Context: an optimization exercise on an open-source flow, tuned for small area. The choices shown serve that exercise and are no tape-out recipe.
Function was checked by simulation only, so behaviour that the tests miss may differ from the original.
Power and IR drop assume default switching activity.

==> design/flow/design.v <==
module sigma_codec (
    input  wire        clk,
    input  wire        rst,
    input  wire        start,
    input  wire [31:0] stream_len,
    output wire        busy,
    output wire        done,
    output wire [1:0]  stop_reason,
    output wire [31:0] final_cursor,
    output wire        mem_en,
    output wire [31:0] mem_addr,
    input  wire [7:0]  mem_rdata,
    output wire        log_valid,
    input  wire        log_ready,
    output wire [1:0]  log_kind,
    output wire [1:0]  log_err,
    output wire [7:0]  log_tag,
    output wire [31:0] log_cursor,
    output wire [31:0] log_consumed,
    output wire [7:0]  log_safeload,
    output wire [7:0]  log_channel,
    output wire [31:0] log_total_len,
    output wire [7:0]  log_chip,
    output wire [31:0] log_data_len,
    output wire [15:0] log_param,
    output wire        dev_req_valid,
    input  wire        dev_req_ready,
    output wire [7:0]  dev_req_chip,
    output wire [15:0] dev_req_param,
    output wire [31:0] dev_req_len,
    input  wire        dev_rsp_valid,
    input  wire [15:0] dev_rsp_len,
    output wire        dev_rd_en,
    output wire [15:0] dev_rd_addr,
    input  wire [7:0]  dev_rd_data,
    output wire        out_valid,
    input  wire        out_ready,
    output wire [7:0]  out_data
);
    localparam [4:0] S_IDLE  = 5'd0;    
    localparam [4:0] S_CLR   = 5'd1;    
    localparam [4:0] S_HCHK  = 5'd2;    
    localparam [4:0] S_INC   = 5'd3;    
    localparam [4:0] S_FB0   = 5'd4;    
    localparam [4:0] S_FB1   = 5'd5;    
    localparam [4:0] S_FDEC  = 5'd6;    
    localparam [4:0] S_FPAD  = 5'd7;    
    localparam [4:0] S_CMP   = 5'd8;    
    localparam [4:0] S_LOG   = 5'd9;   
    localparam [4:0] S_ADW   = 5'd10;   
    localparam [4:0] S_ADV   = 5'd11;   
    localparam [4:0] S_DREQ  = 5'd12;   
    localparam [4:0] S_DWAIT = 5'd13;   
    localparam [4:0] S_RW    = 5'd14;   
    localparam [4:0] S_RT1   = 5'd15;   
    localparam [4:0] S_HOUT  = 5'd16;   
    localparam [4:0] S_HRW   = 5'd17;   
    localparam [4:0] S_HROT  = 5'd18;   
    localparam [4:0] S_PW    = 5'd19;   
    localparam [4:0] S_PIDX  = 5'd20;   
    localparam [4:0] S_PRD   = 5'd21;   
    localparam [4:0] S_POUT  = 5'd22;   
    localparam [4:0] S_LOGE  = 5'd23;   
    localparam [4:0] S_FEND  = 5'd28;   
    localparam [4:0] S_FERR  = 5'd29;   
    localparam [4:0] S_FNP   = 5'd30;   
    reg [4:0]   st;
    reg [6:0]   c;          
    reg [3:0]   bc;         
    reg [31:0]  cur;        
    reg [31:0]  rem;        
    reg [103:0] sh;         
    reg         isw, isr;   
    reg         fl;         
    reg         md;         
    reg         cb, cc, cd;
    wire fin  = (st == S_FEND) | (st == S_FERR) | (st == S_FNP);
    wire idle = (st == S_IDLE) | fin;
    wire load = idle & start;
    assign busy         = ~idle;
    assign done         = fin;
    assign stop_reason  = {st == S_FNP, st == S_FERR};
    assign final_cursor = cur;
    assign mem_en   = (st == S_HCHK) | (st == S_FB0) |
                      (st == S_FB1) | (st == S_CMP) | (st == S_LOG) | (st == S_LOGE);
    assign mem_addr = cur;
    wire loge = (st == S_LOGE);
    assign log_valid     = (st == S_LOG) | loge;
    assign log_kind      = loge ? 2'd3 : isr ? 2'd0 : isw ? 2'd1 : 2'd2;
    assign log_err       = {1'b1, fl};
    assign log_tag       = mem_rdata;
    assign log_cursor    = cur;
    assign log_consumed  = {sh[87:60] & {28{~fl}}, sh[59:58] | {2{fl}}, sh[57:56] & {2{~fl}}};
    assign log_safeload  = sh[103:96];
    assign log_channel   = sh[95:88];
    assign log_total_len = sh[87:56];
    assign log_chip      = sh[55:48];
    assign log_data_len  = sh[47:16];
    assign log_param     = sh[15:0];
    assign dev_req_valid = (st == S_DREQ);
    assign dev_req_chip  = sh[55:48];
    assign dev_req_param = sh[15:0];
    assign dev_req_len   = sh[47:16];
    assign dev_rd_en     = (st == S_PRD) | (st == S_POUT);
    assign dev_rd_addr   = sh[15:0];
    wire   h_tag     = (bc == 4'd0);
    wire   h_win     = ~h_tag & ~(bc[3] & bc[2]);
    assign out_valid = (st == S_HOUT) | (st == S_POUT);
    assign out_data  = (st == S_POUT) ? dev_rd_data :
                       ((sh[7:0] & {8{h_win}}) | {4'd0, h_tag, 1'b0, h_tag, h_tag});
    wire [4:0]  bi     = c[4:0];                       
    wire        b0     = (bi == 5'd0);
    wire        e31    = (bi == 5'd31);
    wire        c12    = (bi == 5'd2) | (bi == 5'd3);
    wire        k_bit  = fl ? c12 : sh[56];
    reg         cx;
    always @(*) begin
        case (st)
            S_INC:   cx = (bi == 5'd0) | (bi == 5'd3) | (bi == 5'd1 & isr) | (bi == 5'd2 & isw);
            S_FDEC:  cx = 1'b1;
            default: cx = k_bit;
        endcase
    end
    wire cc_in   = (((st == S_FDEC) & md) ? (c[1:0] == 2'd0) : b0) ? 1'b0 : cc;
    wire cur_sum = cur[0] ^ cx ^ cc_in;
    wire cur_co  = (cur[0] & cx) | (cc_in & (cur[0] ^ cx));
    wire cur_lo  = (st == S_CLR) | (st == S_INC) | (st == S_FDEC) | (st == S_ADV);
    wire cur_hi  = cur_lo & ~((st == S_FDEC) & md);
    wire cur_in  = (st == S_CLR) ? 1'b0 : cur_sum;
    wire r       = rem[0];
    wire xb      = (st == S_HCHK) ? c12 : sh[56];
    wire cb_in   = b0 ? 1'b0 : cb;
    wire cb_bor  = (~r & xb) | (~(r ^ xb) & cb_in);
    wire c14     = (bi == 5'd1) | c12;
    wire s14     = sh[16] ^ c14 ^ cc_in;
    wire s14_co  = (sh[16] & c14) | (cc_in & (sh[16] ^ c14));
    wire h14_bor = (~r & c14) | (~(r ^ c14) & cc_in);
    wire t_w     = (mem_rdata == 8'h09);
    wire t_r     = (mem_rdata == 8'h0a);
    wire q4      = (b0 | cd) & (sh[16] == (bi == 5'd2));
    wire xd      = (st == S_HCHK) ? b0 : (st == S_CMP) ? s14 : k_bit;
    wire cd_in   = b0 ? 1'b0 : cd;
    wire cd_bor  = (~r & xd) | (~(r ^ xd) & cd_in);
    wire rem_in  = (st == S_ADV) ? (r ^ xd ^ cd_in) : r;
    wire rt_pb   = sh[88] & ~bi[4];
    wire rt_k    = (bi == 5'd0) | c12;
    wire rt_ci   = b0 ? md : cc;
    wire rt_s    = rt_pb ^ rt_k ^ rt_ci;
    wire rt_co   = (rt_pb & rt_k) | (rt_ci & (rt_pb ^ rt_k));
    wire p0      = (c[3:0] == 4'd0);
    wire pc_in   = p0 | cc;
    wire pi_s    = md & (sh[0] ^ pc_in);
    wire pe      = (p0 | cb) & (pi_s == sh[88]);
    wire hr_sh = (c[6:5] != 2'd0) & ~((bc == 4'd1) & (c[6:4] == 3'b010));
    wire full  = (st == S_FB1) | ((st == S_FPAD) & c[4]) | ((st == S_HROT) & hr_sh);
    wire en_p  = full | (st == S_PIDX) | (st == S_RT1);
    wire en_t  = full | (st == S_HCHK) | (st == S_CMP) | (st == S_ADV) | (st == S_RT1);
    wire en_d  = full | (st == S_CMP);
    wire en_q  = full | (st == S_PIDX);
    wire ins   = (st == S_FB1) ? mem_rdata[c[2:0]] : sh[0];
    wire t_in  = full ? sh[88] : (st == S_HCHK) ? b0 : (st == S_RT1) ? rt_s : sh[56];
    wire f_last = (bc == (isw ? 4'd12 : 4'd10));
    wire f_nib  = (cur[3:0] != 4'd0) & ~f_last;
    reg [4:0] nx;
    always @(*) begin
        nx = st;
        case (st)
            S_IDLE, S_FEND, S_FERR, S_FNP:
                nx = start ? S_CLR : S_IDLE;
            S_CLR:   if (e31) nx = S_HCHK;
            S_HCHK:  if (e31) begin
                if (cd_bor)                              nx = S_FEND;
                else if ((t_w & h14_bor) | (t_r & cb_bor)) nx = S_LOGE;
                else                                     nx = (t_w | t_r) ? S_INC : S_LOG;
            end
            S_INC:   if (e31) nx = S_FB0;
            S_FB0:   if (f_nib ? (c[2:0] == 3'd7) : (bi == 5'd23)) nx = S_FB1;
            S_FB1:   if (c[2:0] == 3'd7) nx = S_FDEC;
            S_FDEC:  if (md ? (c[1:0] == 2'd3) : e31)
                         nx = (bc != (isw ? 4'd13 : 4'd11)) ? S_FB0 : isw ? S_CMP : S_FPAD;
            S_FPAD:  if (e31) nx = S_CMP;
            S_CMP:   if (e31) nx = (isw & (cb_bor | s14_co | cd_bor)) ? S_LOGE : S_LOG;
            S_LOG:   if (log_ready) nx = S_ADW;
            S_ADW:   if (e31) nx = S_ADV;
            S_ADV:   if (e31) nx = isr ? S_DREQ : (cb_in | k_bit) ? S_HCHK : S_FNP;
            S_DREQ:  if (dev_req_ready) nx = S_DWAIT;
            S_DWAIT: if (dev_rsp_valid) nx = S_RW;
            S_RW:    if (e31) nx = S_RT1;
            S_RT1:   if (e31) nx = S_HOUT;
            S_HOUT:  if (out_ready) begin
                if (bc == 4'd13) nx = S_PW;
                else if (bc < 4'd11) nx = S_HRW;
            end
            S_HRW:   if (c == 7'd31) nx = S_HROT;
            S_HROT:  if (c == 7'd127) nx = S_HOUT;
            S_PW:    if (bi == 5'd15) nx = S_PIDX;
            S_PIDX:  if (e31) nx = ~pe ? S_PRD : fl ? S_FNP : S_HCHK;
            S_PRD:   nx = S_POUT;
            S_POUT:  if (out_ready) nx = S_PW;
            S_LOGE:  if (log_ready) nx = S_FERR;
            default: nx = S_IDLE;
        endcase
    end
    always @(posedge clk) begin
        rem <= load ? stream_len : {rem_in, rem[31:1]};
        c   <= load ? 7'd0 : c + 7'd1;
        if (cur_hi)
            cur[31:4] <= {cur_in, cur[31:5]};
        if (cur_lo)
            cur[3:0] <= {cur_hi ? cur[4] : cur_in, cur[3:1]};
        if (en_p)
            sh[103:88] <= {full ? ins : sh[88], sh[103:89]};
        else if (st == S_DWAIT && dev_rsp_valid)
            sh[103:88] <= dev_rsp_len;
        if (en_t)
            sh[87:56] <= {t_in, sh[87:57]};
        if (full)
            sh[55:48] <= sh[56:49];
        if (en_d)
            sh[47:16] <= {full ? sh[48] : sh[16], sh[47:17]};
        if (en_q)
            sh[15:0] <= {full ? sh[16] : pi_s, sh[15:1]};
        case (st)
            S_HCHK: begin
                cb  <= cb_bor;
                cc  <= h14_bor;
                cd  <= cd_bor;
                fl  <= 1'b0;
                bc  <= 4'd0;
                isw <= t_w;
                isr <= t_r;
            end
            S_CMP: begin
                cb <= cb_bor;
                cc <= s14_co;
                cd <= isw ? cd_bor : q4;
                fl <= isw ? (cb_bor | s14_co | cd_bor) : cb_bor;
                md <= q4;
            end
            S_ADV: begin
                cc <= cur_co;
                cd <= cd_bor;
                cb <= cb_in | k_bit;
                if (e31) fl <= ~(cb_in | k_bit);
                bc <= 4'd0;
            end
            S_INC, S_FDEC: cc <= cur_co;
            S_FB0: md <= f_nib;
            S_FB1: if (c[2:0] == 3'd7) bc <= bc + 4'd1;
            S_RT1: cc <= rt_co;
            S_HOUT: if (out_ready) begin
                bc <= bc + 4'd1;
                md <= 1'b0;
            end
            S_PIDX: begin
                cc <= sh[0] & pc_in;
                cb <= pe;
            end
            S_POUT: md <= 1'b1;
            default: ;
        endcase
        if (rst)
            st <= S_IDLE;
        else
            st <= nx;
    end
endmodule
==> design/flow/flow/run.sh <==
#!/bin/bash
# Own layout flow: the standard flow (standard.sh: the standard synthesis,
# floorplan, power grid, placement, CTS and routing), with two changes:
#  - the buffers that global placement puts on every input and output port
#    use the platform's smallest buffer, not the resizer's lowest-drive pick;
#  - clock tree synthesis builds the tree from clkbuf_8 and inserts no dummy
#    load cells.
set -euo pipefail
export BUFFER_PORTS_ARGS="-buffer_cell sky130_fd_sc_hd__buf_1"
export CTS_ARGS="-sink_clustering_enable -repair_clock_nets -dont_use_dummy_load -buf_list sky130_fd_sc_hd__clkbuf_8"
bash standard.sh > standard_flow.log 2>&1
==> design/flow/standard.sh <==
#!/bin/bash
# synth_recipe.tcl (not shown) runs the flow's synth.tcl, then flattens the netlist and writes it again
# the make line also repeats each setting of config.mk as NAME=value (left out here)
make -C /OpenROAD-flow-scripts/flow DESIGN_CONFIG=/design/flow/config.mk WORK_HOME=/design/flow/orfs CLKGATE_MAP_FILE= SYNTH_SCRIPT=/design/flow/synth_recipe.tcl "${@:-finish}"
==> design/flow/config.mk <==
export PLATFORM = sky130hd
export DESIGN_NAME = sigma_codec
export DESIGN_NICKNAME = sigma_codec
export VERILOG_FILES = /design/flow/design.v
export SDC_FILE = /design/flow/constraint.sdc
export NUM_CORES = 4
export LEC_CHECK = 0
export CAP_MARGIN = 20
export CORE_MARGIN = 2
export CORE_UTILIZATION = 85
export SLEW_MARGIN = 20
==> design/flow/constraint.sdc <==
create_clock -name core_clock -period 8.0 [get_ports {clk}]
set_input_delay 1.6000 -clock core_clock [delete_from_list [all_inputs] [get_ports {clk}]]
set_output_delay 1.6000 -clock core_clock [all_outputs]
set_load 0.01 [all_outputs]
==> results of run 1 <==
## Yosys cell counts (3+ instances only)
library cell | instances | area share [%]
fa_1 | 4 | 0.84
a31oi_1 | 10 | 0.66
buf_2 | 8 | 0.42
nor2b_1 | 41 | 2.7
nand2_1 | 139 | 5.5
o21a_1 | 3 | 0.24
buf_4 | 146 | 12
ha_1 | 13 | 1.7
o31ai_1 | 4 | 0.32
clkbuf_1 | 25 | 0.99
mux2_2 | 15 | 1.8
nor4_1 | 3 | 0.20
a22o_1 | 5 | 0.46
xnor2_1 | 4 | 0.37
o21ai_0 | 23 | 1.2
or2_2 | 6 | 0.40
inv_1 | 22 | 0.87
nor3b_1 | 5 | 0.40
mux2i_1 | 6 | 0.63
nand3_1 | 10 | 0.53
and2_1 | 5 | 0.33
nor3_1 | 9 | 0.47
nand2b_1 | 12 | 0.79
a211o_1 | 5 | 0.46
xor2_1 | 5 | 0.46
dfxtp_1 | 44 | 9.3
a211oi_1 | 9 | 0.71
nor2_1 | 44 | 1.7
edfxtp_1 | 147 | 47
and3_1 | 5 | 0.33
nand3b_1 | 4 | 0.32
mux2_1 | 3 | 0.36
a21oi_1 | 23 | 1.2
## cells by family after synthesis
logic type | share of synthesized area, %
buf+inv | 14.1
mux | 3.40
xor+xnor | 0.831
compound gates | 7.94
simple gates | 15.3
other cells | 0.0395
flops | 55.8
fa+ha+maj | 2.56
==> impl_metrics.py, run 1 <==
metrics = {
    "synthesis": {
        "synth_fp_nets": 950,
        "async_flop_share_pct": 0,
        "synth.distinct_cells": 71,
        "syn-cell-area_sq_um": 9490,
        "syn_inst": 862,
        "synth_edf_count": 147,
        "ys_warn_count": 1,
        "ys.flop_type": "edfxtp_1",
        "synth-seq-cells": 191,
        "avgSynthCellArea_sq_um": 11.0,
        "ys_seq_area_share_pct": 55.8,
    },
    "outcome": {
        "stop_error": "[ERROR PPL-0024] Number of IO pins (404) exceeds maximum number of available positions (388). Increase the die perimeter from 438.58um to 549.44um.",
        "outcome": "did not finish",
        "haltStage": "3_2_place_iop",
    },
    "floorplanning": {
        "start_util_pct": 87.1,
        "die_h_um": 110,
        "die_x_um": 110,
        "num_rows": 38,
    },
}
==> inputs of run 2 (changes only) <==
--- a/design/flow/config.mk
+++ b/design/flow/config.mk
@@ -7,5 +7,5 @@
 export LEC_CHECK = 0
 export CAP_MARGIN = 20
 export CORE_MARGIN = 2
-export CORE_UTILIZATION = 85
+export CORE_UTILIZATION = 70
 export SLEW_MARGIN = 20
==> run 2 against run 1 <==
- now clean on timing, DRC and antenna
- synthesized area stayed put
- synthesized cell count stayed put
==> impl_metrics.py, run 2 <==
metrics = {
    "synthesis": {
        "ys.flop_type": "edfxtp_1",
        "avgSynthCellArea_sq_um": 11.0,
        "synth_top_area_share_pct": 46.5,
        "synth_edf_count": 147,
        "syn_inst": 862,
        "synth-seq-cells": 191,
        "syn-cell-area_sq_um": 9490,
        "synth_commonest_cells": "edfxtp_1 (147), buf_4 (146), nand2_1 (139)",
        "synth.largest_area_cell": "edfxtp_1",
        "ys_seq_area_share_pct": 55.8,
        "synthTopCellsByArea": "edfxtp_1 (47%), buf_4 (12%), dfxtp_1 (9.3%), nand2_1 (5.5%), nor2b_1 (2.7%)",
        "ys_warn_count": 1,
        "yosysMostFrequentCell": "edfxtp_1",
        "async_flop_share_pct": 0,
        "synth.distinct_cells": 71,
        "synth_fp_nets": 950,
    },
    "route": {
        "antenna_left": 0,
        "avgRoutedWirePerCell_um": 19.1,
        "drc": 0,
        "vias_per_cell": 5.73,
        "drt-initial-drc-count": 914,
        "dr.pass1.iters": 11,
        "route.vias.total": 7366,
        "wirelength_um": 24500,
    },
    "critical_path": {
        "start_kind": "flop",
        "crit_fanout": 26,
        "rr_startpoint": "st[1]",
        "worstSetupPathType": "reg2out",
        "worstPathRequired_ns": 6.40,
        "arrival_ns": 3.14,
        "end_kind": "output pin",
        "cp-startpoint": "st[1]",
    },
    "floorplanning": {
        "start_util_pct": 71.6,
        "die_x_um": 120,
        "coreArea_sq_um": 13200,
        "die_h_um": 120,
        "boundaryPins": 404,
        "num_rows": 42,
        "die_area_sq_um": 14500,
    },
    "global_route": {
        "grt_pass1_vias": 6632,
        "grtUsageTotal_pct": 33.1,
        "overflow": 0,
        "grt_max_degree": 37,
        "antenna_found_initial": 0,
        "grt_pass1_wl_um": 36500,
    },
    "power_and_ir_drop": {
        "p_leak_nw": 3.72,
        "p_switching_mw": 1.74,
        "power_switching_share_pct": 42.9,
        "p_clk_share_pct": 11.7,
        "power-per-cell-area_nw_per_um2": 394,
        "p_int_mw": 2.32,
        "seq_power_share_pct": 44.6,
        "p_total_mw": 4.05,
        "irDropWorstVdd_v": 0.000298,
        "pwr-share-comb_pct": 43.7,
    },
    "worst_hold_path": {
        "hp-start": "rem[4]",
        "hold_class": "reg2reg",
    },
    "clock_network": {
        "cts_max_level": 4,
        "cts_tree": "built",
        "post_cts_buffers": 0,
        "numCtsBuffers": 17,
        "clock-sinks": 191,
        "holdBufCountCts": 0,
        "insertion_delay_ns": 0.47,
        "cts_resized": 0,
        "root_buffer": "clkbuf_8",
        "clkTransAtPathRegs_ns": 0.09,
        "max-clock-path-buffers": 2,
    },
    "timing": {
        "slew_headroom_pct": 33.8,
        "fin_crit_sh_pct": 59.3,
        "max_freq_ghz": 0.211,
        "fin_setup_tns_ns": 0,
        "hold_viol": 0,
        "period_needed_ns": 4.74,
        "worst_pin_slew_ns": 0.969,
        "setup_viol": 0,
        "finClkSkew_ns": 0.0286,
        "drv_slew": 0,
        "grt_setup_unrepaired": "no",
    },
    "layout": {
        "layout_common_cells": "buf_1 (402), edfxtp_1 (147), nand2_1 (139), nor2_1 (44), dfxtp_1 (44)",
        "antennaDiodeCount": 0,
        "final_nets": 1200,
        "largest_register": "sh",
        "area_delta_synth_final_pct": 8.57,
        "final_layout_size_suffix_gt1_share_pct": 5.23,
        "top_regs": "sh: 104 flops, cur: 32 flops, rem: 32 flops",
        "largest_reg_flops": 104,
        "final_common_cell": "buf_1",
        "fin_area_sq_um": 10300,
    },
    "placement": {
        "port_buffers": 402,
        "placed_area_sq_um": 10100,
        "hpwl_um": 18200,
        "place_congestion": 0.980,
    },
    "job": {
        "drv_cap": 0,
    },
    "outcome": {
        "outcome": "timing/DRC/antenna clean",
    },
}
[run 2: cell counts after synthesis]
Identical to the previous run, type by type.
[run 2: critical path: stages, from the launching register on]
cell and delay [ns]:
dfxtp_1 0.85, nand3b_1 0.30, nor2_1 0.79, a211oi_1 0.29, a22o_1 0.27, buf_1 0.17
[run 2: power groups by stage]
stage	sequential [mW]	clock, mW	combinational (mW)
2_1_floorplan	1.80	0	1.22
3_3_place_gp	1.82	0	1.70
3_5_place_dp	1.83	0	1.72
4_1_cts	1.82	0.481	1.73
5_1_grt	1.85	0.518	1.93
6_report	1.81	0.475	1.77
[run 2: layer usage]
metal  global-route usage (%)  vias to the layer above  routed length (um)
li1                         -                     3333                   -
met1                     44.4                     3522                9650
met2                     54.1                      469               12200
met3                     8.30                       42                2260
met4                     9.23                        0                 447
met5                        0                        -                   0
[run 2: final timing paths]
| check | cells past startpoint | slack (ns) | end |
|---|---|---|---|
| setup / recovery | 5 | 3.26 | out_data[2] |
| hold / removal | 2 | 0.41 | rem[3] |
| setup reg to reg | 13 | 3.77 | st[4] |
| hold reg to reg | 2 | 0.41 | rem[3] |
[run 2: logic make-up (layout without fill, tap and decap cells)]
| family | Yosys count | count (layout) | share of synthesized area, % |
|---|---|---|---|
| XOR/XNOR | 9 | 9 | 0.831 |
| adder cells (fa/ha/maj) | 17 | 17 | 2.56 |
| other | 1 | 1 | 0.0395 |
| multiplexers | 27 | 27 | 3.40 |
| flip-flops | 191 | 191 | 55.8 |
| AND/OR/NAND/NOR | 301 | 301 | 15.3 |
| AO/OA/AOI/OAI | 111 | 111 | 7.94 |
| buffers and inverters | 205 | 453 | 14.1 |
[run 2: area by class of cell]
cell class | instances | area, sq um
inverter | 24 | 90.1
tap | 176 | 220
fill | 909 | 2940
clock buffer | 17 | 234
multi-input combinational | 466 | 2870
timing repair buffer | 412 | 1590
sequential | 191 | 5300
[run 2: stage by stage]
stage                     util [%]  hold WS [ns]  instances  setup slack, ns
final                         77.8         0.412       1286             3.26
after detailed placement      75.9         0.408       1268             3.80
after CTS                     77.7         0.415       1285             3.28
after global routing          77.8         0.436       1286             2.98
after global placement        75.9         0.402       1268             3.99
after floorplan                  -         0.399        862             3.86
==> inputs of run 3 (changes only) <==
--- a/design/flow/config.mk
+++ b/design/flow/config.mk
@@ -5,7 +5,7 @@
 export SDC_FILE = /design/flow/constraint.sdc
 export NUM_CORES = 4
 export LEC_CHECK = 0
-export CAP_MARGIN = 20
+export CAP_MARGIN = 0
 export CORE_MARGIN = 2
 export CORE_UTILIZATION = 70
-export SLEW_MARGIN = 20
+export SLEW_MARGIN = 0
==> run 3 against run 2 <==
- die area unchanged
- critical endpoint unchanged
- synthesized cell count unchanged
- setup slack got worse by 0.011 ns
- via count decreased by 0.33%
- highest routed layer unchanged
- still clean
- final cell count about the same
==> impl_metrics.py, run 3 <==
metrics = {
    "outcome": {
        "outcome": "timing/DRC/antenna clean",
    },
    "clock_network": {
        "clock-sinks": 191,
        "cts_tree": "built",
        "numCtsBuffers": 17,
        "post_cts_buffers": 0,
        "holdBufCountCts": 0,
        "cts_max_level": 4,
        "cts_resized": 0,
        "clkTransAtPathRegs_ns": 0.09,
        "max-clock-path-buffers": 2,
        "root_buffer": "clkbuf_8",
        "insertion_delay_ns": 0.47,
    },
    "floorplanning": {
        "boundaryPins": 404,
        "start_util_pct": 71.6,
        "die_area_sq_um": 14500,
        "die_x_um": 120,
        "coreArea_sq_um": 13200,
        "num_rows": 42,
        "die_h_um": 120,
    },
    "route": {
        "dr.pass1.iters": 9,
        "route.vias.total": 7342,
        "drt-initial-drc-count": 918,
        "antenna_left": 0,
        "wirelength_um": 24500,
        "avgRoutedWirePerCell_um": 19.1,
        "vias_per_cell": 5.71,
        "drc": 0,
    },
    "synthesis": {
        "synth_top_area_share_pct": 46.5,
        "syn_inst": 862,
        "syn-cell-area_sq_um": 9490,
        "yosysMostFrequentCell": "edfxtp_1",
        "synth.largest_area_cell": "edfxtp_1",
        "ys_warn_count": 1,
        "synth_fp_nets": 950,
        "avgSynthCellArea_sq_um": 11.0,
        "synth.distinct_cells": 71,
        "synth_commonest_cells": "edfxtp_1 (147), buf_4 (146), nand2_1 (139)",
        "ys_seq_area_share_pct": 55.8,
        "synth-seq-cells": 191,
        "synthTopCellsByArea": "edfxtp_1 (47%), buf_4 (12%), dfxtp_1 (9.3%), nand2_1 (5.5%), nor2b_1 (2.7%)",
        "ys.flop_type": "edfxtp_1",
        "synth_edf_count": 147,
        "async_flop_share_pct": 0,
    },
    "layout": {
        "area_delta_synth_final_pct": 8.42,
        "final_nets": 1199,
        "final_common_cell": "buf_1",
        "largest_reg_flops": 104,
        "layout_common_cells": "buf_1 (402), edfxtp_1 (147), nand2_1 (139), nor2_1 (44), dfxtp_1 (44)",
        "antennaDiodeCount": 0,
        "largest_register": "sh",
        "final_layout_size_suffix_gt1_share_pct": 5.14,
        "top_regs": "sh: 104 flops, cur: 32 flops, rem: 32 flops",
    },
    "power_and_ir_drop": {
        "p_leak_nw": 3.71,
        "irDropWorstVdd_v": 0.000296,
        "power-per-cell-area_nw_per_um2": 393,
    },
    "global_route": {
        "overflow": 0,
        "grt_max_degree": 37,
        "grtUsageTotal_pct": 33.1,
        "antenna_found_initial": 0,
        "grt_pass1_vias": 6632,
        "grt_pass1_wl_um": 36500,
    },
    "placement": {
        "hpwl_um": 18200,
        "place_congestion": 0.980,
        "port_buffers": 402,
        "pre_cts_ws_ns": 3.80,
    },
    "critical_path": {
        "worstPathRequired_ns": 6.40,
        "end_kind": "output pin",
        "reg2reg_depth": 13,
        "worstSetupPathType": "reg2out",
        "arrival_ns": 3.15,
        "start_kind": "flop",
        "crit_fanout": 26,
    },
    "timing": {
        "grt_setup_unrepaired": "no",
        "fin_ws_ns": 3.25,
        "fin_crit_sh_pct": 59.4,
        "fin_setup_tns_ns": 0,
        "worst_pin_slew_ns": 1.11,
        "drv_slew": 0,
        "period_needed_ns": 4.75,
        "slew_headroom_pct": 25.7,
        "finClkSkew_ns": 0.0295,
        "setup_viol": 0,
        "max_freq_ghz": 0.210,
        "hold_viol": 0,
    },
    "job": {
        "drv_cap": 0,
    },
    "worst_hold_path": {
        "hold_class": "reg2reg",
        "hold_path_depth": 2,
    },
}
## run 3: cell counts after synthesis
No cell type changed its count.
## run 3: kinds of logic after synthesis
kind of cell	count (synthesis)	share of synthesized area, %
multiplexers	27	3.40
other	1	0.0395
XOR/XNOR	9	0.831
buffers and inverters	205	14.1
AND/OR/NAND/NOR	301	15.3
AO/OA/AOI/OAI	111	7.94
adder cells (fa/ha/maj)	17	2.56
flip-flops	191	55.8
## run 3: worst paths after layout
path / from / end / slack, ns
max reg2reg: st[1] / st[4] / 3.85
min: rem[29] / rem[28] / 0.41
min reg2reg: rem[29] / rem[28] / 0.41
max: st[1] / out_data[2] / 3.25
## run 3: metal layers
layer  wire length, um  global-route usage, %
met5                 0                      0
met4               429                   9.23
met3              2370                   8.30
met2             12100                   54.1
met1              9550                   44.4
## run 3: layout make-up
type | instances | area (sq um)
inverter | 24 | 90.1
sequential | 191 | 5300
clock buffer | 17 | 234
tap | 176 | 220
timing repair buffer | 411 | 1580
multi-input combinational | 466 | 2870
fill | 911 | 2960
## run 3: per-stage QoR
step                      hold slack, ns  total power [mW]  utilization, %  cell area (sq um)  std cells
after floorplan                    0.399              3.02               -               9490        862
after global placement             0.402              3.52            75.9              10100       1268
after detailed placement           0.408              3.55            75.9              10100       1268
after CTS                          0.415              4.03            77.7              10300       1285
after global routing               0.436              4.28            77.7              10300       1285
final                              0.413              4.04            77.7              10300       1285
## run 3: critical path, stage by stage, from the launching register on
cell and delay (ns):
dfxtp_1 0.86, nand3b_1 0.31, nor2_1 0.79, a211oi_1 0.29, a22o_1 0.27, buf_1 0.16
## run 3: where the power goes
group / internal (mW) / leakage [nW] / switching [mW]
clock: 0.188 / 0.122 / 0.286
combinational: 0.604 / 1.88 / 1.14
sequential: 1.52 / 1.71 / 0.301
total: 2.31 / 3.71 / 1.73
==> inputs of run 4 (changes only) <==
--- a/design/flow/config.mk
+++ b/design/flow/config.mk
@@ -7,5 +7,5 @@
 export LEC_CHECK = 0
 export CAP_MARGIN = 0
 export CORE_MARGIN = 2
-export CORE_UTILIZATION = 70
+export CORE_UTILIZATION = 75
 export SLEW_MARGIN = 0
==> run 4 against run 3 <==
- still clean on timing, DRC and antenna
- synthesized area unchanged
- combinational power decreased by 5%
- clock skew decreased by 0.0062 ns
- final cell count decreased by 0.31%
- largest cell class unchanged
==> impl_metrics.py, run 4 <==
metrics = {
    "layout": {
        "largest_reg_flops": 104,
        "final_nets": 1199,
        "multi_input_area_sq_um": 2870,
        "layout_common_cells": "buf_1 (402), edfxtp_1 (147), nand2_1 (139), nor2_1 (44), dfxtp_1 (44)",
        "area_delta_synth_final_pct": 8.36,
        "top_regs": "sh: 104 flops, cur: 32 flops, rem: 32 flops",
        "largest_register": "sh",
        "ff_latch_area_sq_um": 5300,
        "fillers": 754,
        "antennaDiodeCount": 0,
        "final_common_cell": "buf_1",
        "final_layout_size_suffix_gt1_share_pct": 5.14,
    },
    "worst_hold_path": {
        "hp-start": "rem[1]",
        "hold_end": "rem[0]",
        "hold_path_depth": 2,
        "hold_class": "reg2reg",
    },
    "floorplanning": {
        "num_rows": 41,
        "coreArea_sq_um": 12500,
        "die_area_sq_um": 13600,
        "die_x_um": 116,
        "die_h_um": 116,
        "start_util_pct": 76.1,
        "boundaryPins": 404,
    },
    "critical_path": {
        "path_cells": "nand3b_1, nor2_1, a211oi_1, a22o_1, buf_1",
        "worstSetupPathType": "reg2out",
        "timing.rr.end": "st[0]",
        "worstPathRequired_ns": 6.40,
        "max_stage_delay_ns": 0.86,
        "crit_fanout": 26,
        "rr_startpoint": "st[1]",
        "r2r_slack_ns": 3.96,
        "end_kind": "output pin",
        "start_kind": "flop",
        "arrival_ns": 3.12,
        "reg2reg_depth": 12,
        "slowest_stage": "dfxtp_1",
    },
    "synthesis": {
        "synth_edf_count": 147,
        "synth_top_family_by_area": "simple AND/OR/NAND/NOR gates",
        "synth-simple-area-share_pct": 15.3,
        "ys.flop_type": "edfxtp_1",
        "synth_fp_nets": 950,
        "synth-seq-cells": 191,
        "synthTopCellsByArea": "edfxtp_1 (47%), buf_4 (12%), dfxtp_1 (9.3%), nand2_1 (5.5%), nor2b_1 (2.7%)",
        "ys_seq_area_share_pct": 55.8,
        "syn_inst": 862,
        "syn-cell-area_sq_um": 9490,
        "synth-xor-area-share_pct": 0.831,
        "synth.distinct_cells": 71,
        "synth_top_area_share_pct": 46.5,
        "async_flop_share_pct": 0,
        "synth-adder-area-share_pct": 2.56,
        "yosysMostFrequentCell": "edfxtp_1",
        "avgSynthCellArea_sq_um": 11.0,
        "synth.largest_area_cell": "edfxtp_1",
        "ys_warn_count": 1,
        "synthMuxAreaShare_pct": 3.40,
        "synth-compound-area-share_pct": 7.94,
        "synth_commonest_cells": "edfxtp_1 (147), buf_4 (146), nand2_1 (139)",
    },
    "timing": {
        "slew_headroom_pct": 26.1,
        "worst_pin_slew_ns": 1.11,
        "grt_setup_unrepaired": "no",
        "fin_setup_tns_ns": 0,
        "hold_viol": 0,
        "finClkSkew_ns": 0.0233,
        "max_freq_ghz": 0.212,
        "fin_crit_sh_pct": 59.0,
        "setup_viol": 0,
        "period_needed_ns": 4.72,
        "drv_slew": 0,
        "fin_ws_ns": 3.28,
    },
    "global_route": {
        "grtUsageTotal_pct": 36.5,
        "overflow": 0,
        "grt_pass1_vias": 6536,
        "antenna_found_initial": 0,
        "grt_max_degree": 37,
        "grt_pass1_wl_um": 36300,
    },
    "clock_network": {
        "max-clock-path-buffers": 2,
        "cts_resized": 0,
        "insertion_delay_ns": 0.47,
        "root_buffer": "clkbuf_8",
        "post_cts_buffers": 0,
        "holdBufCountCts": 0,
        "clock-sinks": 191,
        "cts_tree": "built",
        "clkTransAtPathRegs_ns": 0.08,
        "numCtsBuffers": 17,
        "cts_max_level": 4,
    },
    "power_and_ir_drop": {
        "power-per-cell-area_nw_per_um2": 385,
        "pwr-share-comb_pct": 42.1,
        "p_switching_mw": 1.68,
        "p_leak_nw": 3.71,
        "p_clk_share_pct": 12.0,
        "p_int_mw": 2.28,
        "irDropWorstVdd_v": 0.000411,
        "power_switching_share_pct": 42.4,
        "seq_power_share_pct": 45.9,
    },
    "placement": {
        "hpwl_um": 18700,
        "port_buffers": 402,
        "pre_cts_ws_ns": 3.84,
        "place_congestion": 1.02,
    },
    "route": {
        "avgRoutedWirePerCell_um": 19.7,
        "drc": 0,
        "wirelength_um": 25200,
        "vias_per_cell": 5.79,
        "dr.pass1.iters": 6,
        "drt-initial-drc-count": 978,
        "route.vias.total": 7421,
        "antenna_left": 0,
    },
    "outcome": {
        "outcome": "timing/DRC/antenna clean",
    },
    "job": {
        "drv_cap": 0,
    },
}
-- run 4: metal layers --
metal / track usage [%] / up-vias / routed length (um)
li1: - / 3326 / -
met1: 48.2 / 3530 / 9750
met2: 57.0 / 491 / 12100
met3: 10.1 / 74 / 2440
met4: 16.7 / 0 / 924
met5: 0 / - / 0
-- run 4: logic make-up after synthesis --
| kind of cell | count (synthesis) |
|---|---|
| AND/OR/NAND/NOR | 301 |
| buffers and inverters | 205 |
| flip-flops | 191 |
| AO/OA/AOI/OAI | 111 |
| multiplexers | 27 |
| adder cells (fa/ha/maj) | 17 |
| XOR/XNOR | 9 |
| other | 1 |
-- run 4: critical path, delay by kind of cell (launching register included) --
| family | cells | cell delay [ns] |
|---|---|---|
| simple gates | 2 | 1.05 |
| flops | 1 | 0.86 |
| compound gates | 2 | 0.58 |
| buf+inv | 1 | 0.16 |
-- run 4: cell type report --
cell class	instances	share of cell area, %
Sequential cell	191	51.5
Inverter	24	0.876
Timing Repair Buffer	411	15.3
Tap cell	172	2.09
Clock buffer	17	2.28
Multi-Input combinational cell	466	27.9
-- run 4: worst max-delay path by stage --
stage          start           to  slack (ns)
3_3_place_gp   st[1]  out_data[2]        3.90
5_1_grt        st[1]  out_data[7]        3.08
3_5_place_dp   st[1]  out_data[7]        3.84
6_report       st[1]  out_data[7]        3.28
2_1_floorplan  st[0]       cur[3]        3.86
4_1_cts        st[1]  out_data[7]        3.34
-- run 4: power groups by stage --
stage	registers [mW]	logic [mW]	clock network [mW]
floorplan	1.80	1.22	0
global placement	1.80	1.61	0
detailed placement	1.82	1.63	0
CTS	1.80	1.64	0.477
global route	1.85	1.83	0.512
finish	1.81	1.66	0.475
-- run 4: metrics by stage --
step	cells	power [mW]	cell area, sq um	utilization (%)	hold WS (ns)
3_5_place_dp	1264	3.45	10000	80.6	0.406
2_1_floorplan	862	3.02	9490	-	0.399
3_3_place_gp	1264	3.41	10000	80.6	0.403
6_report	1281	3.95	10300	82.5	0.418
4_1_cts	1281	3.92	10300	82.5	0.421
5_1_grt	1281	4.20	10300	82.5	0.445
==> inputs of run 5 (changes only) <==
==> design/flow/flow/run.sh (replaced) <==
#!/bin/bash
# Own layout flow: the standard flow (standard.sh: the standard synthesis,
# floorplan, power grid, placement, CTS and routing), with two changes:
#  - the buffers that global placement puts on every input and output port
#    use the platform's smallest buffer, not the resizer's lowest-drive pick;
#  - clock tree synthesis builds the tree from clkbuf_16 in large clusters and inserts no dummy
#    load cells.
set -euo pipefail
export BUFFER_PORTS_ARGS="-buffer_cell sky130_fd_sc_hd__buf_1"
export CTS_ARGS="-sink_clustering_enable -repair_clock_nets -dont_use_dummy_load -buf_list sky130_fd_sc_hd__clkbuf_16 -sink_clustering_size 30 -sink_clustering_max_diameter 120"
bash standard.sh > standard_flow.log 2>&1
--- a/design/flow/config.mk
+++ b/design/flow/config.mk
@@ -7,5 +7,5 @@
 export LEC_CHECK = 0
 export CAP_MARGIN = 0
 export CORE_MARGIN = 2
-export CORE_UTILIZATION = 75
+export CORE_UTILIZATION = 70
 export SLEW_MARGIN = 0
==> run 5 against run 4 <==
- maximum frequency rose by 0.57%
- clock power rose by 45%
- critical path depth did not move
- critical endpoint is now out_data[2]
- register-to-register slack got worse by 0.03 ns
- total power rose by 7.9%
- clock skew fell by 0.0041 ns
- still clean on timing, DRC and antenna
- clock-buffer cell count did not move
- via count fell by 0.49%
- flip-flop and latch count did not move
==> impl_metrics.py, run 5 <==
metrics = {
    "timing": {
        "grt_setup_unrepaired": "no",
        "setup_viol": 0,
        "worst_pin_slew_ns": 1.15,
        "slew_headroom_pct": 23.5,
        "fin_crit_sh_pct": 58.7,
        "period_needed_ns": 4.69,
        "finClkSkew_ns": 0.0192,
        "fin_setup_tns_ns": 0,
        "hold_viol": 0,
        "drv_slew": 0,
        "max_freq_ghz": 0.213,
    },
    "placement": {
        "hpwl_um": 18200,
        "placed_area_sq_um": 10100,
        "place_congestion": 0.980,
        "port_buffers": 402,
        "place_inst": 1268,
    },
    "critical_path": {
        "start_kind": "flop",
        "path_cells": "nand3b_1, nor2_1, a211oi_1, a22o_1, buf_1",
        "crit_cells": 5,
        "r2r_slack_ns": 3.93,
        "timing.rr.end": "st[4]",
        "max_stage_delay_ns": 0.84,
        "rr_startpoint": "st[1]",
        "critical-path-top-delay-family": "simple AND/OR/NAND/NOR gates",
        "worstPathRequired_ns": 6.40,
        "arrival_ns": 3.09,
        "reg2reg_depth": 13,
        "end_kind": "output pin",
        "worstSetupPathType": "reg2out",
        "crit_fanout": 26,
        "crit_buf_inv": 1,
        "slowest_stage": "dfxtp_1",
    },
    "layout": {
        "final_layout_size_suffix_gt1_share_pct": 5.14,
        "fin_area_sq_um": 10500,
        "final_common_cell": "buf_1",
        "top_regs": "sh: 104 flops, cur: 32 flops, rem: 32 flops",
        "final_nets": 1199,
        "area_delta_synth_final_pct": 10.4,
        "fillers": 871,
        "antennaDiodeCount": 0,
        "fin_cells": 1285,
        "layout_common_cells": "buf_1 (402), edfxtp_1 (147), nand2_1 (139), nor2_1 (44), dfxtp_1 (44)",
        "largest_register": "sh",
        "largest_reg_flops": 104,
    },
    "worst_hold_path": {
        "hold_end": "rem[28]",
        "hold_class": "reg2reg",
        "hold_path_depth": 2,
        "hp-start": "rem[29]",
    },
    "synthesis": {
        "synth-compound-area-share_pct": 7.94,
        "synth_edf_count": 147,
        "synth-xor-area-share_pct": 0.831,
        "syn-cell-area_sq_um": 9490,
        "synthMuxAreaShare_pct": 3.40,
        "synth_top_area_share_pct": 46.5,
        "ys_warn_count": 1,
        "avgSynthCellArea_sq_um": 11.0,
        "ys.flop_type": "edfxtp_1",
        "synth.largest_area_cell": "edfxtp_1",
        "synth_commonest_cells": "edfxtp_1 (147), buf_4 (146), nand2_1 (139)",
        "yosysMostFrequentCell": "edfxtp_1",
        "synth.distinct_cells": 71,
        "synth_top_family_by_area": "simple AND/OR/NAND/NOR gates",
        "synth-adder-area-share_pct": 2.56,
        "async_flop_share_pct": 0,
        "synth-seq-cells": 191,
        "ys_seq_area_share_pct": 55.8,
        "syn_inst": 862,
        "synth_fp_nets": 950,
        "synthTopCellsByArea": "edfxtp_1 (47%), buf_4 (12%), dfxtp_1 (9.3%), nand2_1 (5.5%), nor2b_1 (2.7%)",
        "synth-simple-area-share_pct": 15.3,
    },
    "route": {
        "drt-initial-drc-count": 895,
        "antenna_left": 0,
        "drc": 0,
        "dr.pass1.iters": 6,
        "route.vias.total": 7385,
        "avgRoutedWirePerCell_um": 19.5,
        "wirelength_um": 25100,
        "vias_per_cell": 5.75,
    },
    "global_route": {
        "overflow": 0,
        "grt_max_degree": 37,
        "grt-busiest-layer": "met2",
        "grt_pass1_vias": 6737,
        "grt_use_met2_pct": 55.1,
        "antenna_found_initial": 0,
        "grtUsageTotal_pct": 34.1,
        "use_met3_pct": 8.35,
        "grt_pass1_wl_um": 37500,
        "grt_util_met1_pct": 45.4,
    },
    "job": {
        "drv_cap": 0,
    },
    "clock_network": {
        "root_buffer": "clkbuf_16",
        "max-clock-path-buffers": 2,
        "cts_max_level": 4,
        "cts_resized": 0,
        "clkTransAtPathRegs_ns": 0.07,
        "insertion_delay_ns": 0.43,
        "numCtsBuffers": 17,
        "cts_tree": "built",
        "post_cts_buffers": 0,
        "holdBufCountCts": 0,
        "clock-sinks": 191,
    },
    "power_and_ir_drop": {
        "irDropWorstVdd_v": 0.000284,
        "p_leak_nw": 3.80,
        "power-per-cell-area_nw_per_um2": 407,
    },
    "floorplanning": {
        "boundaryPins": 404,
        "die_area_sq_um": 14500,
        "start_util_pct": 71.6,
        "coreArea_sq_um": 13200,
        "die_x_um": 120,
        "num_rows": 42,
        "die_h_um": 120,
    },
    "outcome": {
        "outcome": "timing/DRC/antenna clean",
    },
}
==> run 5: cell count changes in the layout (fill, tap and decap cells not counted) <==
cell and change:
clkbuf_16 +17, clkbuf_8 -17
==> run 5: worst reg2reg max path, delay by kind of cell (launching register included) <==
family                     cells  cell delay [ns]
and+or+nand+nor                2             0.44
AOI/OAI and AO/OA              6             1.63
adders and majority gates      2             0.71
DFF                            1             0.84
buffers and inverters          2             0.25
muxes                          1             0.10
==> run 5: layout make-up <==
| type | count | area [sq um] | share of cell area, % |
|---|---|---|---|
| clock buffers | 17 | 425 | 4.06 |
| inverters | 24 | 90.1 | 0.860 |
| multi-input cells | 466 | 2870 | 27.4 |
| flip-flops and latches | 191 | 5300 | 50.5 |
| well taps | 176 | 220 | 2.10 |
| repair buffers | 411 | 1580 | 15.0 |
==> run 5: per-stage QoR <==
stage	worst slack [ns]	util, %	hold WS (ns)	power (mW)
3_3_place_gp	3.99	75.9	0.402	3.52
5_1_grt	3.02	79.1	0.433	4.51
2_1_floorplan	3.86	-	0.399	3.02
3_5_place_dp	3.80	75.9	0.408	3.55
6_report	3.31	79.1	0.421	4.27
4_1_cts	3.36	79.1	0.421	4.25
==> run 5: cells by family after synthesis <==
group | after synthesis
other | 1
adders and majority gates | 17
buffers and inverters | 205
and+or+nand+nor | 301
AOI/OAI and AO/OA | 111
DFF | 191
muxes | 27
xor gates and xnor gates | 9
==> run 5: worst max-delay path by stage <==
| stage | endpoint | start |
|---|---|---|
| 5_1_grt | out_data[4] | st[1] |
| 3_3_place_gp | out_data[4] | st[1] |
| 4_1_cts | out_data[4] | st[1] |
| 6_report | out_data[2] | st[1] |
| 3_5_place_dp | out_data[2] | st[1] |
| 2_1_floorplan | cur[3] | st[0] |
==> run 5: power breakdown <==
group | switching [mW] | leakage (nW) | internal (mW) | total [mW]
Sequential | 0.304 | 1.71 | 1.52 | 1.83
Combinational | 1.15 | 1.88 | 0.604 | 1.75
Clock | 0.318 | 0.209 | 0.370 | 0.688
==> run 5: routing by layer <==
layer	part of all wire, %	vias to the layer above
met4	2.9	0
met2	50	446
met5	0	-
li1	-	3329
met1	39	3559
met3	9.0	51
==> inputs of run 6 (changes only) <==
--- a/design/flow/design.v
+++ b/design/flow/design.v
@@ -72,8 +72,7 @@
     reg [103:0] sh;         
     reg         isw, isr;   
     reg         fl;         
-    reg         md;         
-    reg         cb, cc, cd;
+    reg         cb, cc, cd;     
     wire fin  = (st == S_FEND) | (st == S_FERR) | (st == S_FNP);
     wire idle = (st == S_IDLE) | fin;
     wire load = idle & start;
@@ -121,11 +120,11 @@
             default: cx = k_bit;
         endcase
     end
-    wire cc_in   = (((st == S_FDEC) & md) ? (c[1:0] == 2'd0) : b0) ? 1'b0 : cc;
+    wire cc_in   = (((st == S_FDEC) & cb) ? (c[1:0] == 2'd0) : b0) ? 1'b0 : cc;
     wire cur_sum = cur[0] ^ cx ^ cc_in;
     wire cur_co  = (cur[0] & cx) | (cc_in & (cur[0] ^ cx));
     wire cur_lo  = (st == S_CLR) | (st == S_INC) | (st == S_FDEC) | (st == S_ADV);
-    wire cur_hi  = cur_lo & ~((st == S_FDEC) & md);
+    wire cur_hi  = cur_lo & ~((st == S_FDEC) & cb);
     wire cur_in  = (st == S_CLR) ? 1'b0 : cur_sum;
     wire r       = rem[0];
     wire xb      = (st == S_HCHK) ? c12 : sh[56];
@@ -144,12 +143,12 @@
     wire rem_in  = (st == S_ADV) ? (r ^ xd ^ cd_in) : r;
     wire rt_pb   = sh[88] & ~bi[4];
     wire rt_k    = (bi == 5'd0) | c12;
-    wire rt_ci   = b0 ? md : cc;
+    wire rt_ci   = b0 ? isw : cc;
     wire rt_s    = rt_pb ^ rt_k ^ rt_ci;
     wire rt_co   = (rt_pb & rt_k) | (rt_ci & (rt_pb ^ rt_k));
     wire p0      = (c[3:0] == 4'd0);
     wire pc_in   = p0 | cc;
-    wire pi_s    = md & (sh[0] ^ pc_in);
+    wire pi_s    = bc[0] & (sh[0] ^ pc_in);
     wire pe      = (p0 | cb) & (pi_s == sh[88]);
     wire hr_sh = (c[6:5] != 2'd0) & ~((bc == 4'd1) & (c[6:4] == 3'b010));
     wire full  = (st == S_FB1) | ((st == S_FPAD) & c[4]) | ((st == S_HROT) & hr_sh);
@@ -176,7 +175,7 @@
             S_INC:   if (e31) nx = S_FB0;
             S_FB0:   if (f_nib ? (c[2:0] == 3'd7) : (bi == 5'd23)) nx = S_FB1;
             S_FB1:   if (c[2:0] == 3'd7) nx = S_FDEC;
-            S_FDEC:  if (md ? (c[1:0] == 2'd3) : e31)
+            S_FDEC:  if (cb ? (c[1:0] == 2'd3) : e31)
                          nx = (bc != (isw ? 4'd13 : 4'd11)) ? S_FB0 : isw ? S_CMP : S_FPAD;
             S_FPAD:  if (e31) nx = S_CMP;
             S_CMP:   if (e31) nx = (isw & (cb_bor | s14_co | cd_bor)) ? S_LOGE : S_LOG;
@@ -235,7 +234,7 @@
                 cc <= s14_co;
                 cd <= isw ? cd_bor : q4;
                 fl <= isw ? (cb_bor | s14_co | cd_bor) : cb_bor;
-                md <= q4;
+                if (e31) isw <= isw | q4;
             end
             S_ADV: begin
                 cc <= cur_co;
@@ -245,18 +244,15 @@
                 bc <= 4'd0;
             end
             S_INC, S_FDEC: cc <= cur_co;
-            S_FB0: md <= f_nib;
+            S_FB0: cb <= f_nib;
             S_FB1: if (c[2:0] == 3'd7) bc <= bc + 4'd1;
             S_RT1: cc <= rt_co;
-            S_HOUT: if (out_ready) begin
-                bc <= bc + 4'd1;
-                md <= 1'b0;
-            end
+            S_HOUT: if (out_ready) bc <= bc + 4'd1;
             S_PIDX: begin
                 cc <= sh[0] & pc_in;
                 cb <= pe;
             end
-            S_POUT: md <= 1'b1;
+            S_POUT: bc <= 4'd15;
             default: ;
         endcase
         if (rst)
==> design/flow/flow/run.sh (replaced) <==
#!/bin/bash
# Own layout flow: the standard flow (standard.sh: the standard synthesis,
# floorplan, power grid, placement, CTS and routing), with two changes:
#  - the buffers that global placement puts on every input and output port
#    use the platform's smallest buffer, not the resizer's lowest-drive pick;
#  - clock tree synthesis builds the tree from clkbuf_8 and inserts no dummy
#    load cells.
set -euo pipefail
export BUFFER_PORTS_ARGS="-buffer_cell sky130_fd_sc_hd__buf_1"
export CTS_ARGS="-sink_clustering_enable -repair_clock_nets -dont_use_dummy_load -buf_list sky130_fd_sc_hd__clkbuf_8"
bash standard.sh > standard_flow.log 2>&1
--- a/design/flow/config.mk
+++ b/design/flow/config.mk
@@ -5,7 +5,7 @@
 export SDC_FILE = /design/flow/constraint.sdc
 export NUM_CORES = 4
 export LEC_CHECK = 0
-export CAP_MARGIN = 0
+export CAP_MARGIN = 20
 export CORE_MARGIN = 2
 export CORE_UTILIZATION = 70
-export SLEW_MARGIN = 0
+export SLEW_MARGIN = 20
==> run 6 against run 5 <==
- non-clock buffer count is 2 higher
- wire length rose by 21%
- maximum frequency is 4.3% higher
- synthesized cell count up 0.46%
- core utilization fell by 1.1 points
- setup slack better by 0.19 ns
- register-to-register slack about the same
- synthesized area is 1.6% higher
- clock-buffer cell count unchanged
- flip-flop and latch count fell by 1
- largest power group is now combinational cells
==> impl_metrics.py, run 6 <==
metrics = {
    "critical_path": {
        "worstPathRequired_ns": 6.40,
        "end_kind": "output pin",
        "r2r_slack_ns": 3.92,
        "arrival_ns": 2.90,
        "worstSetupPathType": "reg2out",
        "rr_startpoint": "st[4]",
        "start_kind": "flop",
        "reg2reg_depth": 15,
        "crit_fanout": 11,
        "timing.rr.end": "st[3]",
    },
    "layout": {
        "final_common_cell": "buf_1",
        "antennaDiodeCount": 0,
        "largest_register": "sh",
        "final_layout_size_suffix_gt1_share_pct": 6.37,
        "fin_util_pct": 78.0,
        "largest_reg_flops": 104,
        "area_delta_synth_final_pct": 8.01,
        "top_regs": "sh: 104 flops, cur: 32 flops, rem: 32 flops",
        "final_nets": 1205,
        "fin_area_sq_um": 10400,
        "layout_common_cells": "buf_1 (402), edfxtp_1 (146), nand2_1 (138), dfxtp_1 (44), nor2b_1 (41)",
    },
    "placement": {
        "hpwl_um": 23300,
        "placed_area_sq_um": 10200,
        "place_congestion": 1.03,
        "port_buffers": 402,
    },
    "global_route": {
        "grt_max_degree": 39,
        "grt_pass1_wl_um": 42400,
        "overflow": 0,
        "grtUsageTotal_pct": 40.4,
        "antenna_found_initial": 0,
        "grt_pass1_vias": 6811,
    },
    "clock_network": {
        "max-clock-path-buffers": 2,
        "clkTransAtPathRegs_ns": 0.09,
        "holdBufCountCts": 0,
        "cts_tree": "built",
        "root_buffer": "clkbuf_8",
        "cts_max_level": 4,
        "numCtsBuffers": 17,
        "cts_resized": 0,
        "clock-sinks": 190,
        "insertion_delay_ns": 0.46,
        "post_cts_buffers": 0,
    },
    "power_and_ir_drop": {
        "p_total_mw": 4.14,
        "power-per-cell-area_nw_per_um2": 398,
        "p_leak_nw": 3.80,
        "irDropWorstVdd_v": 0.000283,
    },
    "route": {
        "wirelength_um": 30400,
        "route.vias.total": 7761,
        "vias_per_cell": 6.01,
        "drc": 0,
        "antenna_left": 0,
        "avgRoutedWirePerCell_um": 23.6,
        "dr.pass1.iters": 8,
        "drt-initial-drc-count": 1006,
    },
    "timing": {
        "max_freq_ghz": 0.222,
        "grt_setup_unrepaired": "no",
        "fin_crit_sh_pct": 56.3,
        "setup_viol": 0,
        "hold_viol": 0,
        "slew_headroom_pct": 32.0,
        "drv_slew": 0,
        "fin_setup_tns_ns": 0,
        "finClkSkew_ns": 0.0317,
        "whs_ns": 0.425,
        "period_needed_ns": 4.50,
        "worst_pin_slew_ns": 1.02,
    },
    "job": {
        "drv_cap": 0,
    },
    "synthesis": {
        "synth_edf_count": 146,
        "ys_seq_area_share_pct": 54.6,
        "ys.flop_type": "edfxtp_1",
        "synth.largest_area_cell": "edfxtp_1",
        "ys_warn_count": 1,
        "yosysMostFrequentCell": "buf_4",
        "synth_fp_nets": 954,
        "synth_commonest_cells": "buf_4 (148), edfxtp_1 (146), nand2_1 (138)",
        "syn-cell-area_sq_um": 9640,
        "async_flop_share_pct": 0,
        "synth-seq-cells": 190,
        "syn_inst": 866,
        "avgSynthCellArea_sq_um": 11.1,
        "synth_top_area_share_pct": 45.5,
        "synth.distinct_cells": 79,
        "synthTopCellsByArea": "edfxtp_1 (45%), buf_4 (12%), dfxtp_1 (9.1%), nand2_1 (5.4%), nor2b_1 (2.7%)",
    },
    "floorplanning": {
        "coreArea_sq_um": 13300,
        "num_rows": 42,
        "start_util_pct": 72.2,
        "die_h_um": 121,
        "die_area_sq_um": 14700,
        "die_x_um": 121,
        "boundaryPins": 404,
    },
    "worst_hold_path": {
        "hold_end": "rem[22]",
        "hold_path_depth": 2,
        "hp-start": "rem[23]",
        "hold_class": "reg2reg",
    },
    "outcome": {
        "outcome": "timing/DRC/antenna clean",
    },
}
## run 6: cell type report
class | instances | area, sq um
sequential | 190 | 5270
multi-input combinational | 473 | 3020
fill | 880 | 2930
timing repair buffer | 413 | 1590
clock buffer | 17 | 234
tap | 176 | 220
inverter | 22 | 82.6
## run 6: where the power goes
part / switching [mW] / internal, mW
sequential: 0.284 / 1.50
clock: 0.287 / 0.188
combinational: 1.29 / 0.600
## run 6: metal layers
metal / GRT usage (%) / share of wire, % / up-vias
li1: - / - / 3368
met1: 52.0 / 35 / 3707
met2: 61.4 / 46 / 617
met3: 19.5 / 17 / 69
met4: 11.2 / 2.7 / 0
met5: 0 / 0 / -
## run 6: worst max-delay path by stage
stage | cells past startpoint | end | from | slack, ns
2_1_floorplan | 8 | cur[3] | st[1] | 3.96
3_3_place_gp | 15 | st[3] | st[4] | 4.07
3_5_place_dp | 7 | out_data[2] | bc[0] | 4.05
4_1_cts | 7 | out_data[2] | bc[0] | 3.54
5_1_grt | 7 | out_data[2] | bc[0] | 3.37
6_report | 7 | out_data[2] | bc[0] | 3.50
## run 6: worst max-delay path: stages, from the launching register on
cell	delay (ns)
edfxtp_1	0.58
inv_1	0.12
ha_1	0.21
nor2b_1	0.17
nor2b_1	0.17
a211oi_1	0.67
a22o_1	0.34
buf_1	0.19
## run 6: cells by family after synthesis
| group | after synthesis | share of synthesized area [%] |
|---|---|---|
| flip-flops | 190 | 54.6 |
| AND/OR/NAND/NOR | 310 | 16.2 |
| AO/OA/AOI/OAI | 108 | 7.79 |
| buffers and inverters | 203 | 14.2 |
| multiplexers | 29 | 3.92 |
| adder cells (fa/ha/maj) | 17 | 2.52 |
| XOR/XNOR | 8 | 0.727 |
| other | 1 | 0.0389 |
## run 6: stage by stage
stage / std cells / setup WS [ns]
after floorplan: 866 / 3.96
after global placement: 1274 / 4.07
after detailed placement: 1274 / 4.05
after CTS: 1291 / 3.54
after global routing: 1291 / 3.37
final: 1291 / 3.50

## separate check: timing with driven ports
The results above use ideal ports. As a check the final layouts listed here were re-extracted and re-timed, cells and wires unchanged.
Step 1 (the two cells are an assumption about what drives the block):
set clk [get_ports {clk}]
set_driving_cell -lib_cell sky130_fd_sc_hd__clkbuf_16 $clk
set_driving_cell -lib_cell sky130_fd_sc_hd__buf_2 [delete_from_list [all_inputs] $clk]
Step 2 adds t to the input delays and takes it off the output delays; t is the mean of the earliest and latest rising clock arrival at the registers after step 1. Input paths then give back, and output paths get back, about the clock's delay inside the block.
Slacks: ideal / step 1 / step 2; pairs: ideal / step 1.
run	shift t [ns]	setup WS [ns]	latest minus earliest clock arrival (ns)	worst slew at a driven data input, ns	cell pins on the clock port's net
run 2	0.489	3.258 / 3.220 / 3.710	0.029 / 0.029	0.07	1
run 3	0.491	3.247 / 3.210 / 3.701	0.029 / 0.029	0.07	1
run 4	0.496	3.280 / 3.238 / 3.734	0.023 / 0.024	0.07	1
run 5	0.472	3.306 / 3.259 / 3.730	0.020 / 0.019	0.07	1
run 6	0.489	3.498 / 3.457 / 3.924	0.032 / 0.032	0.06	1
After both steps setup and hold are still met in every run listed.
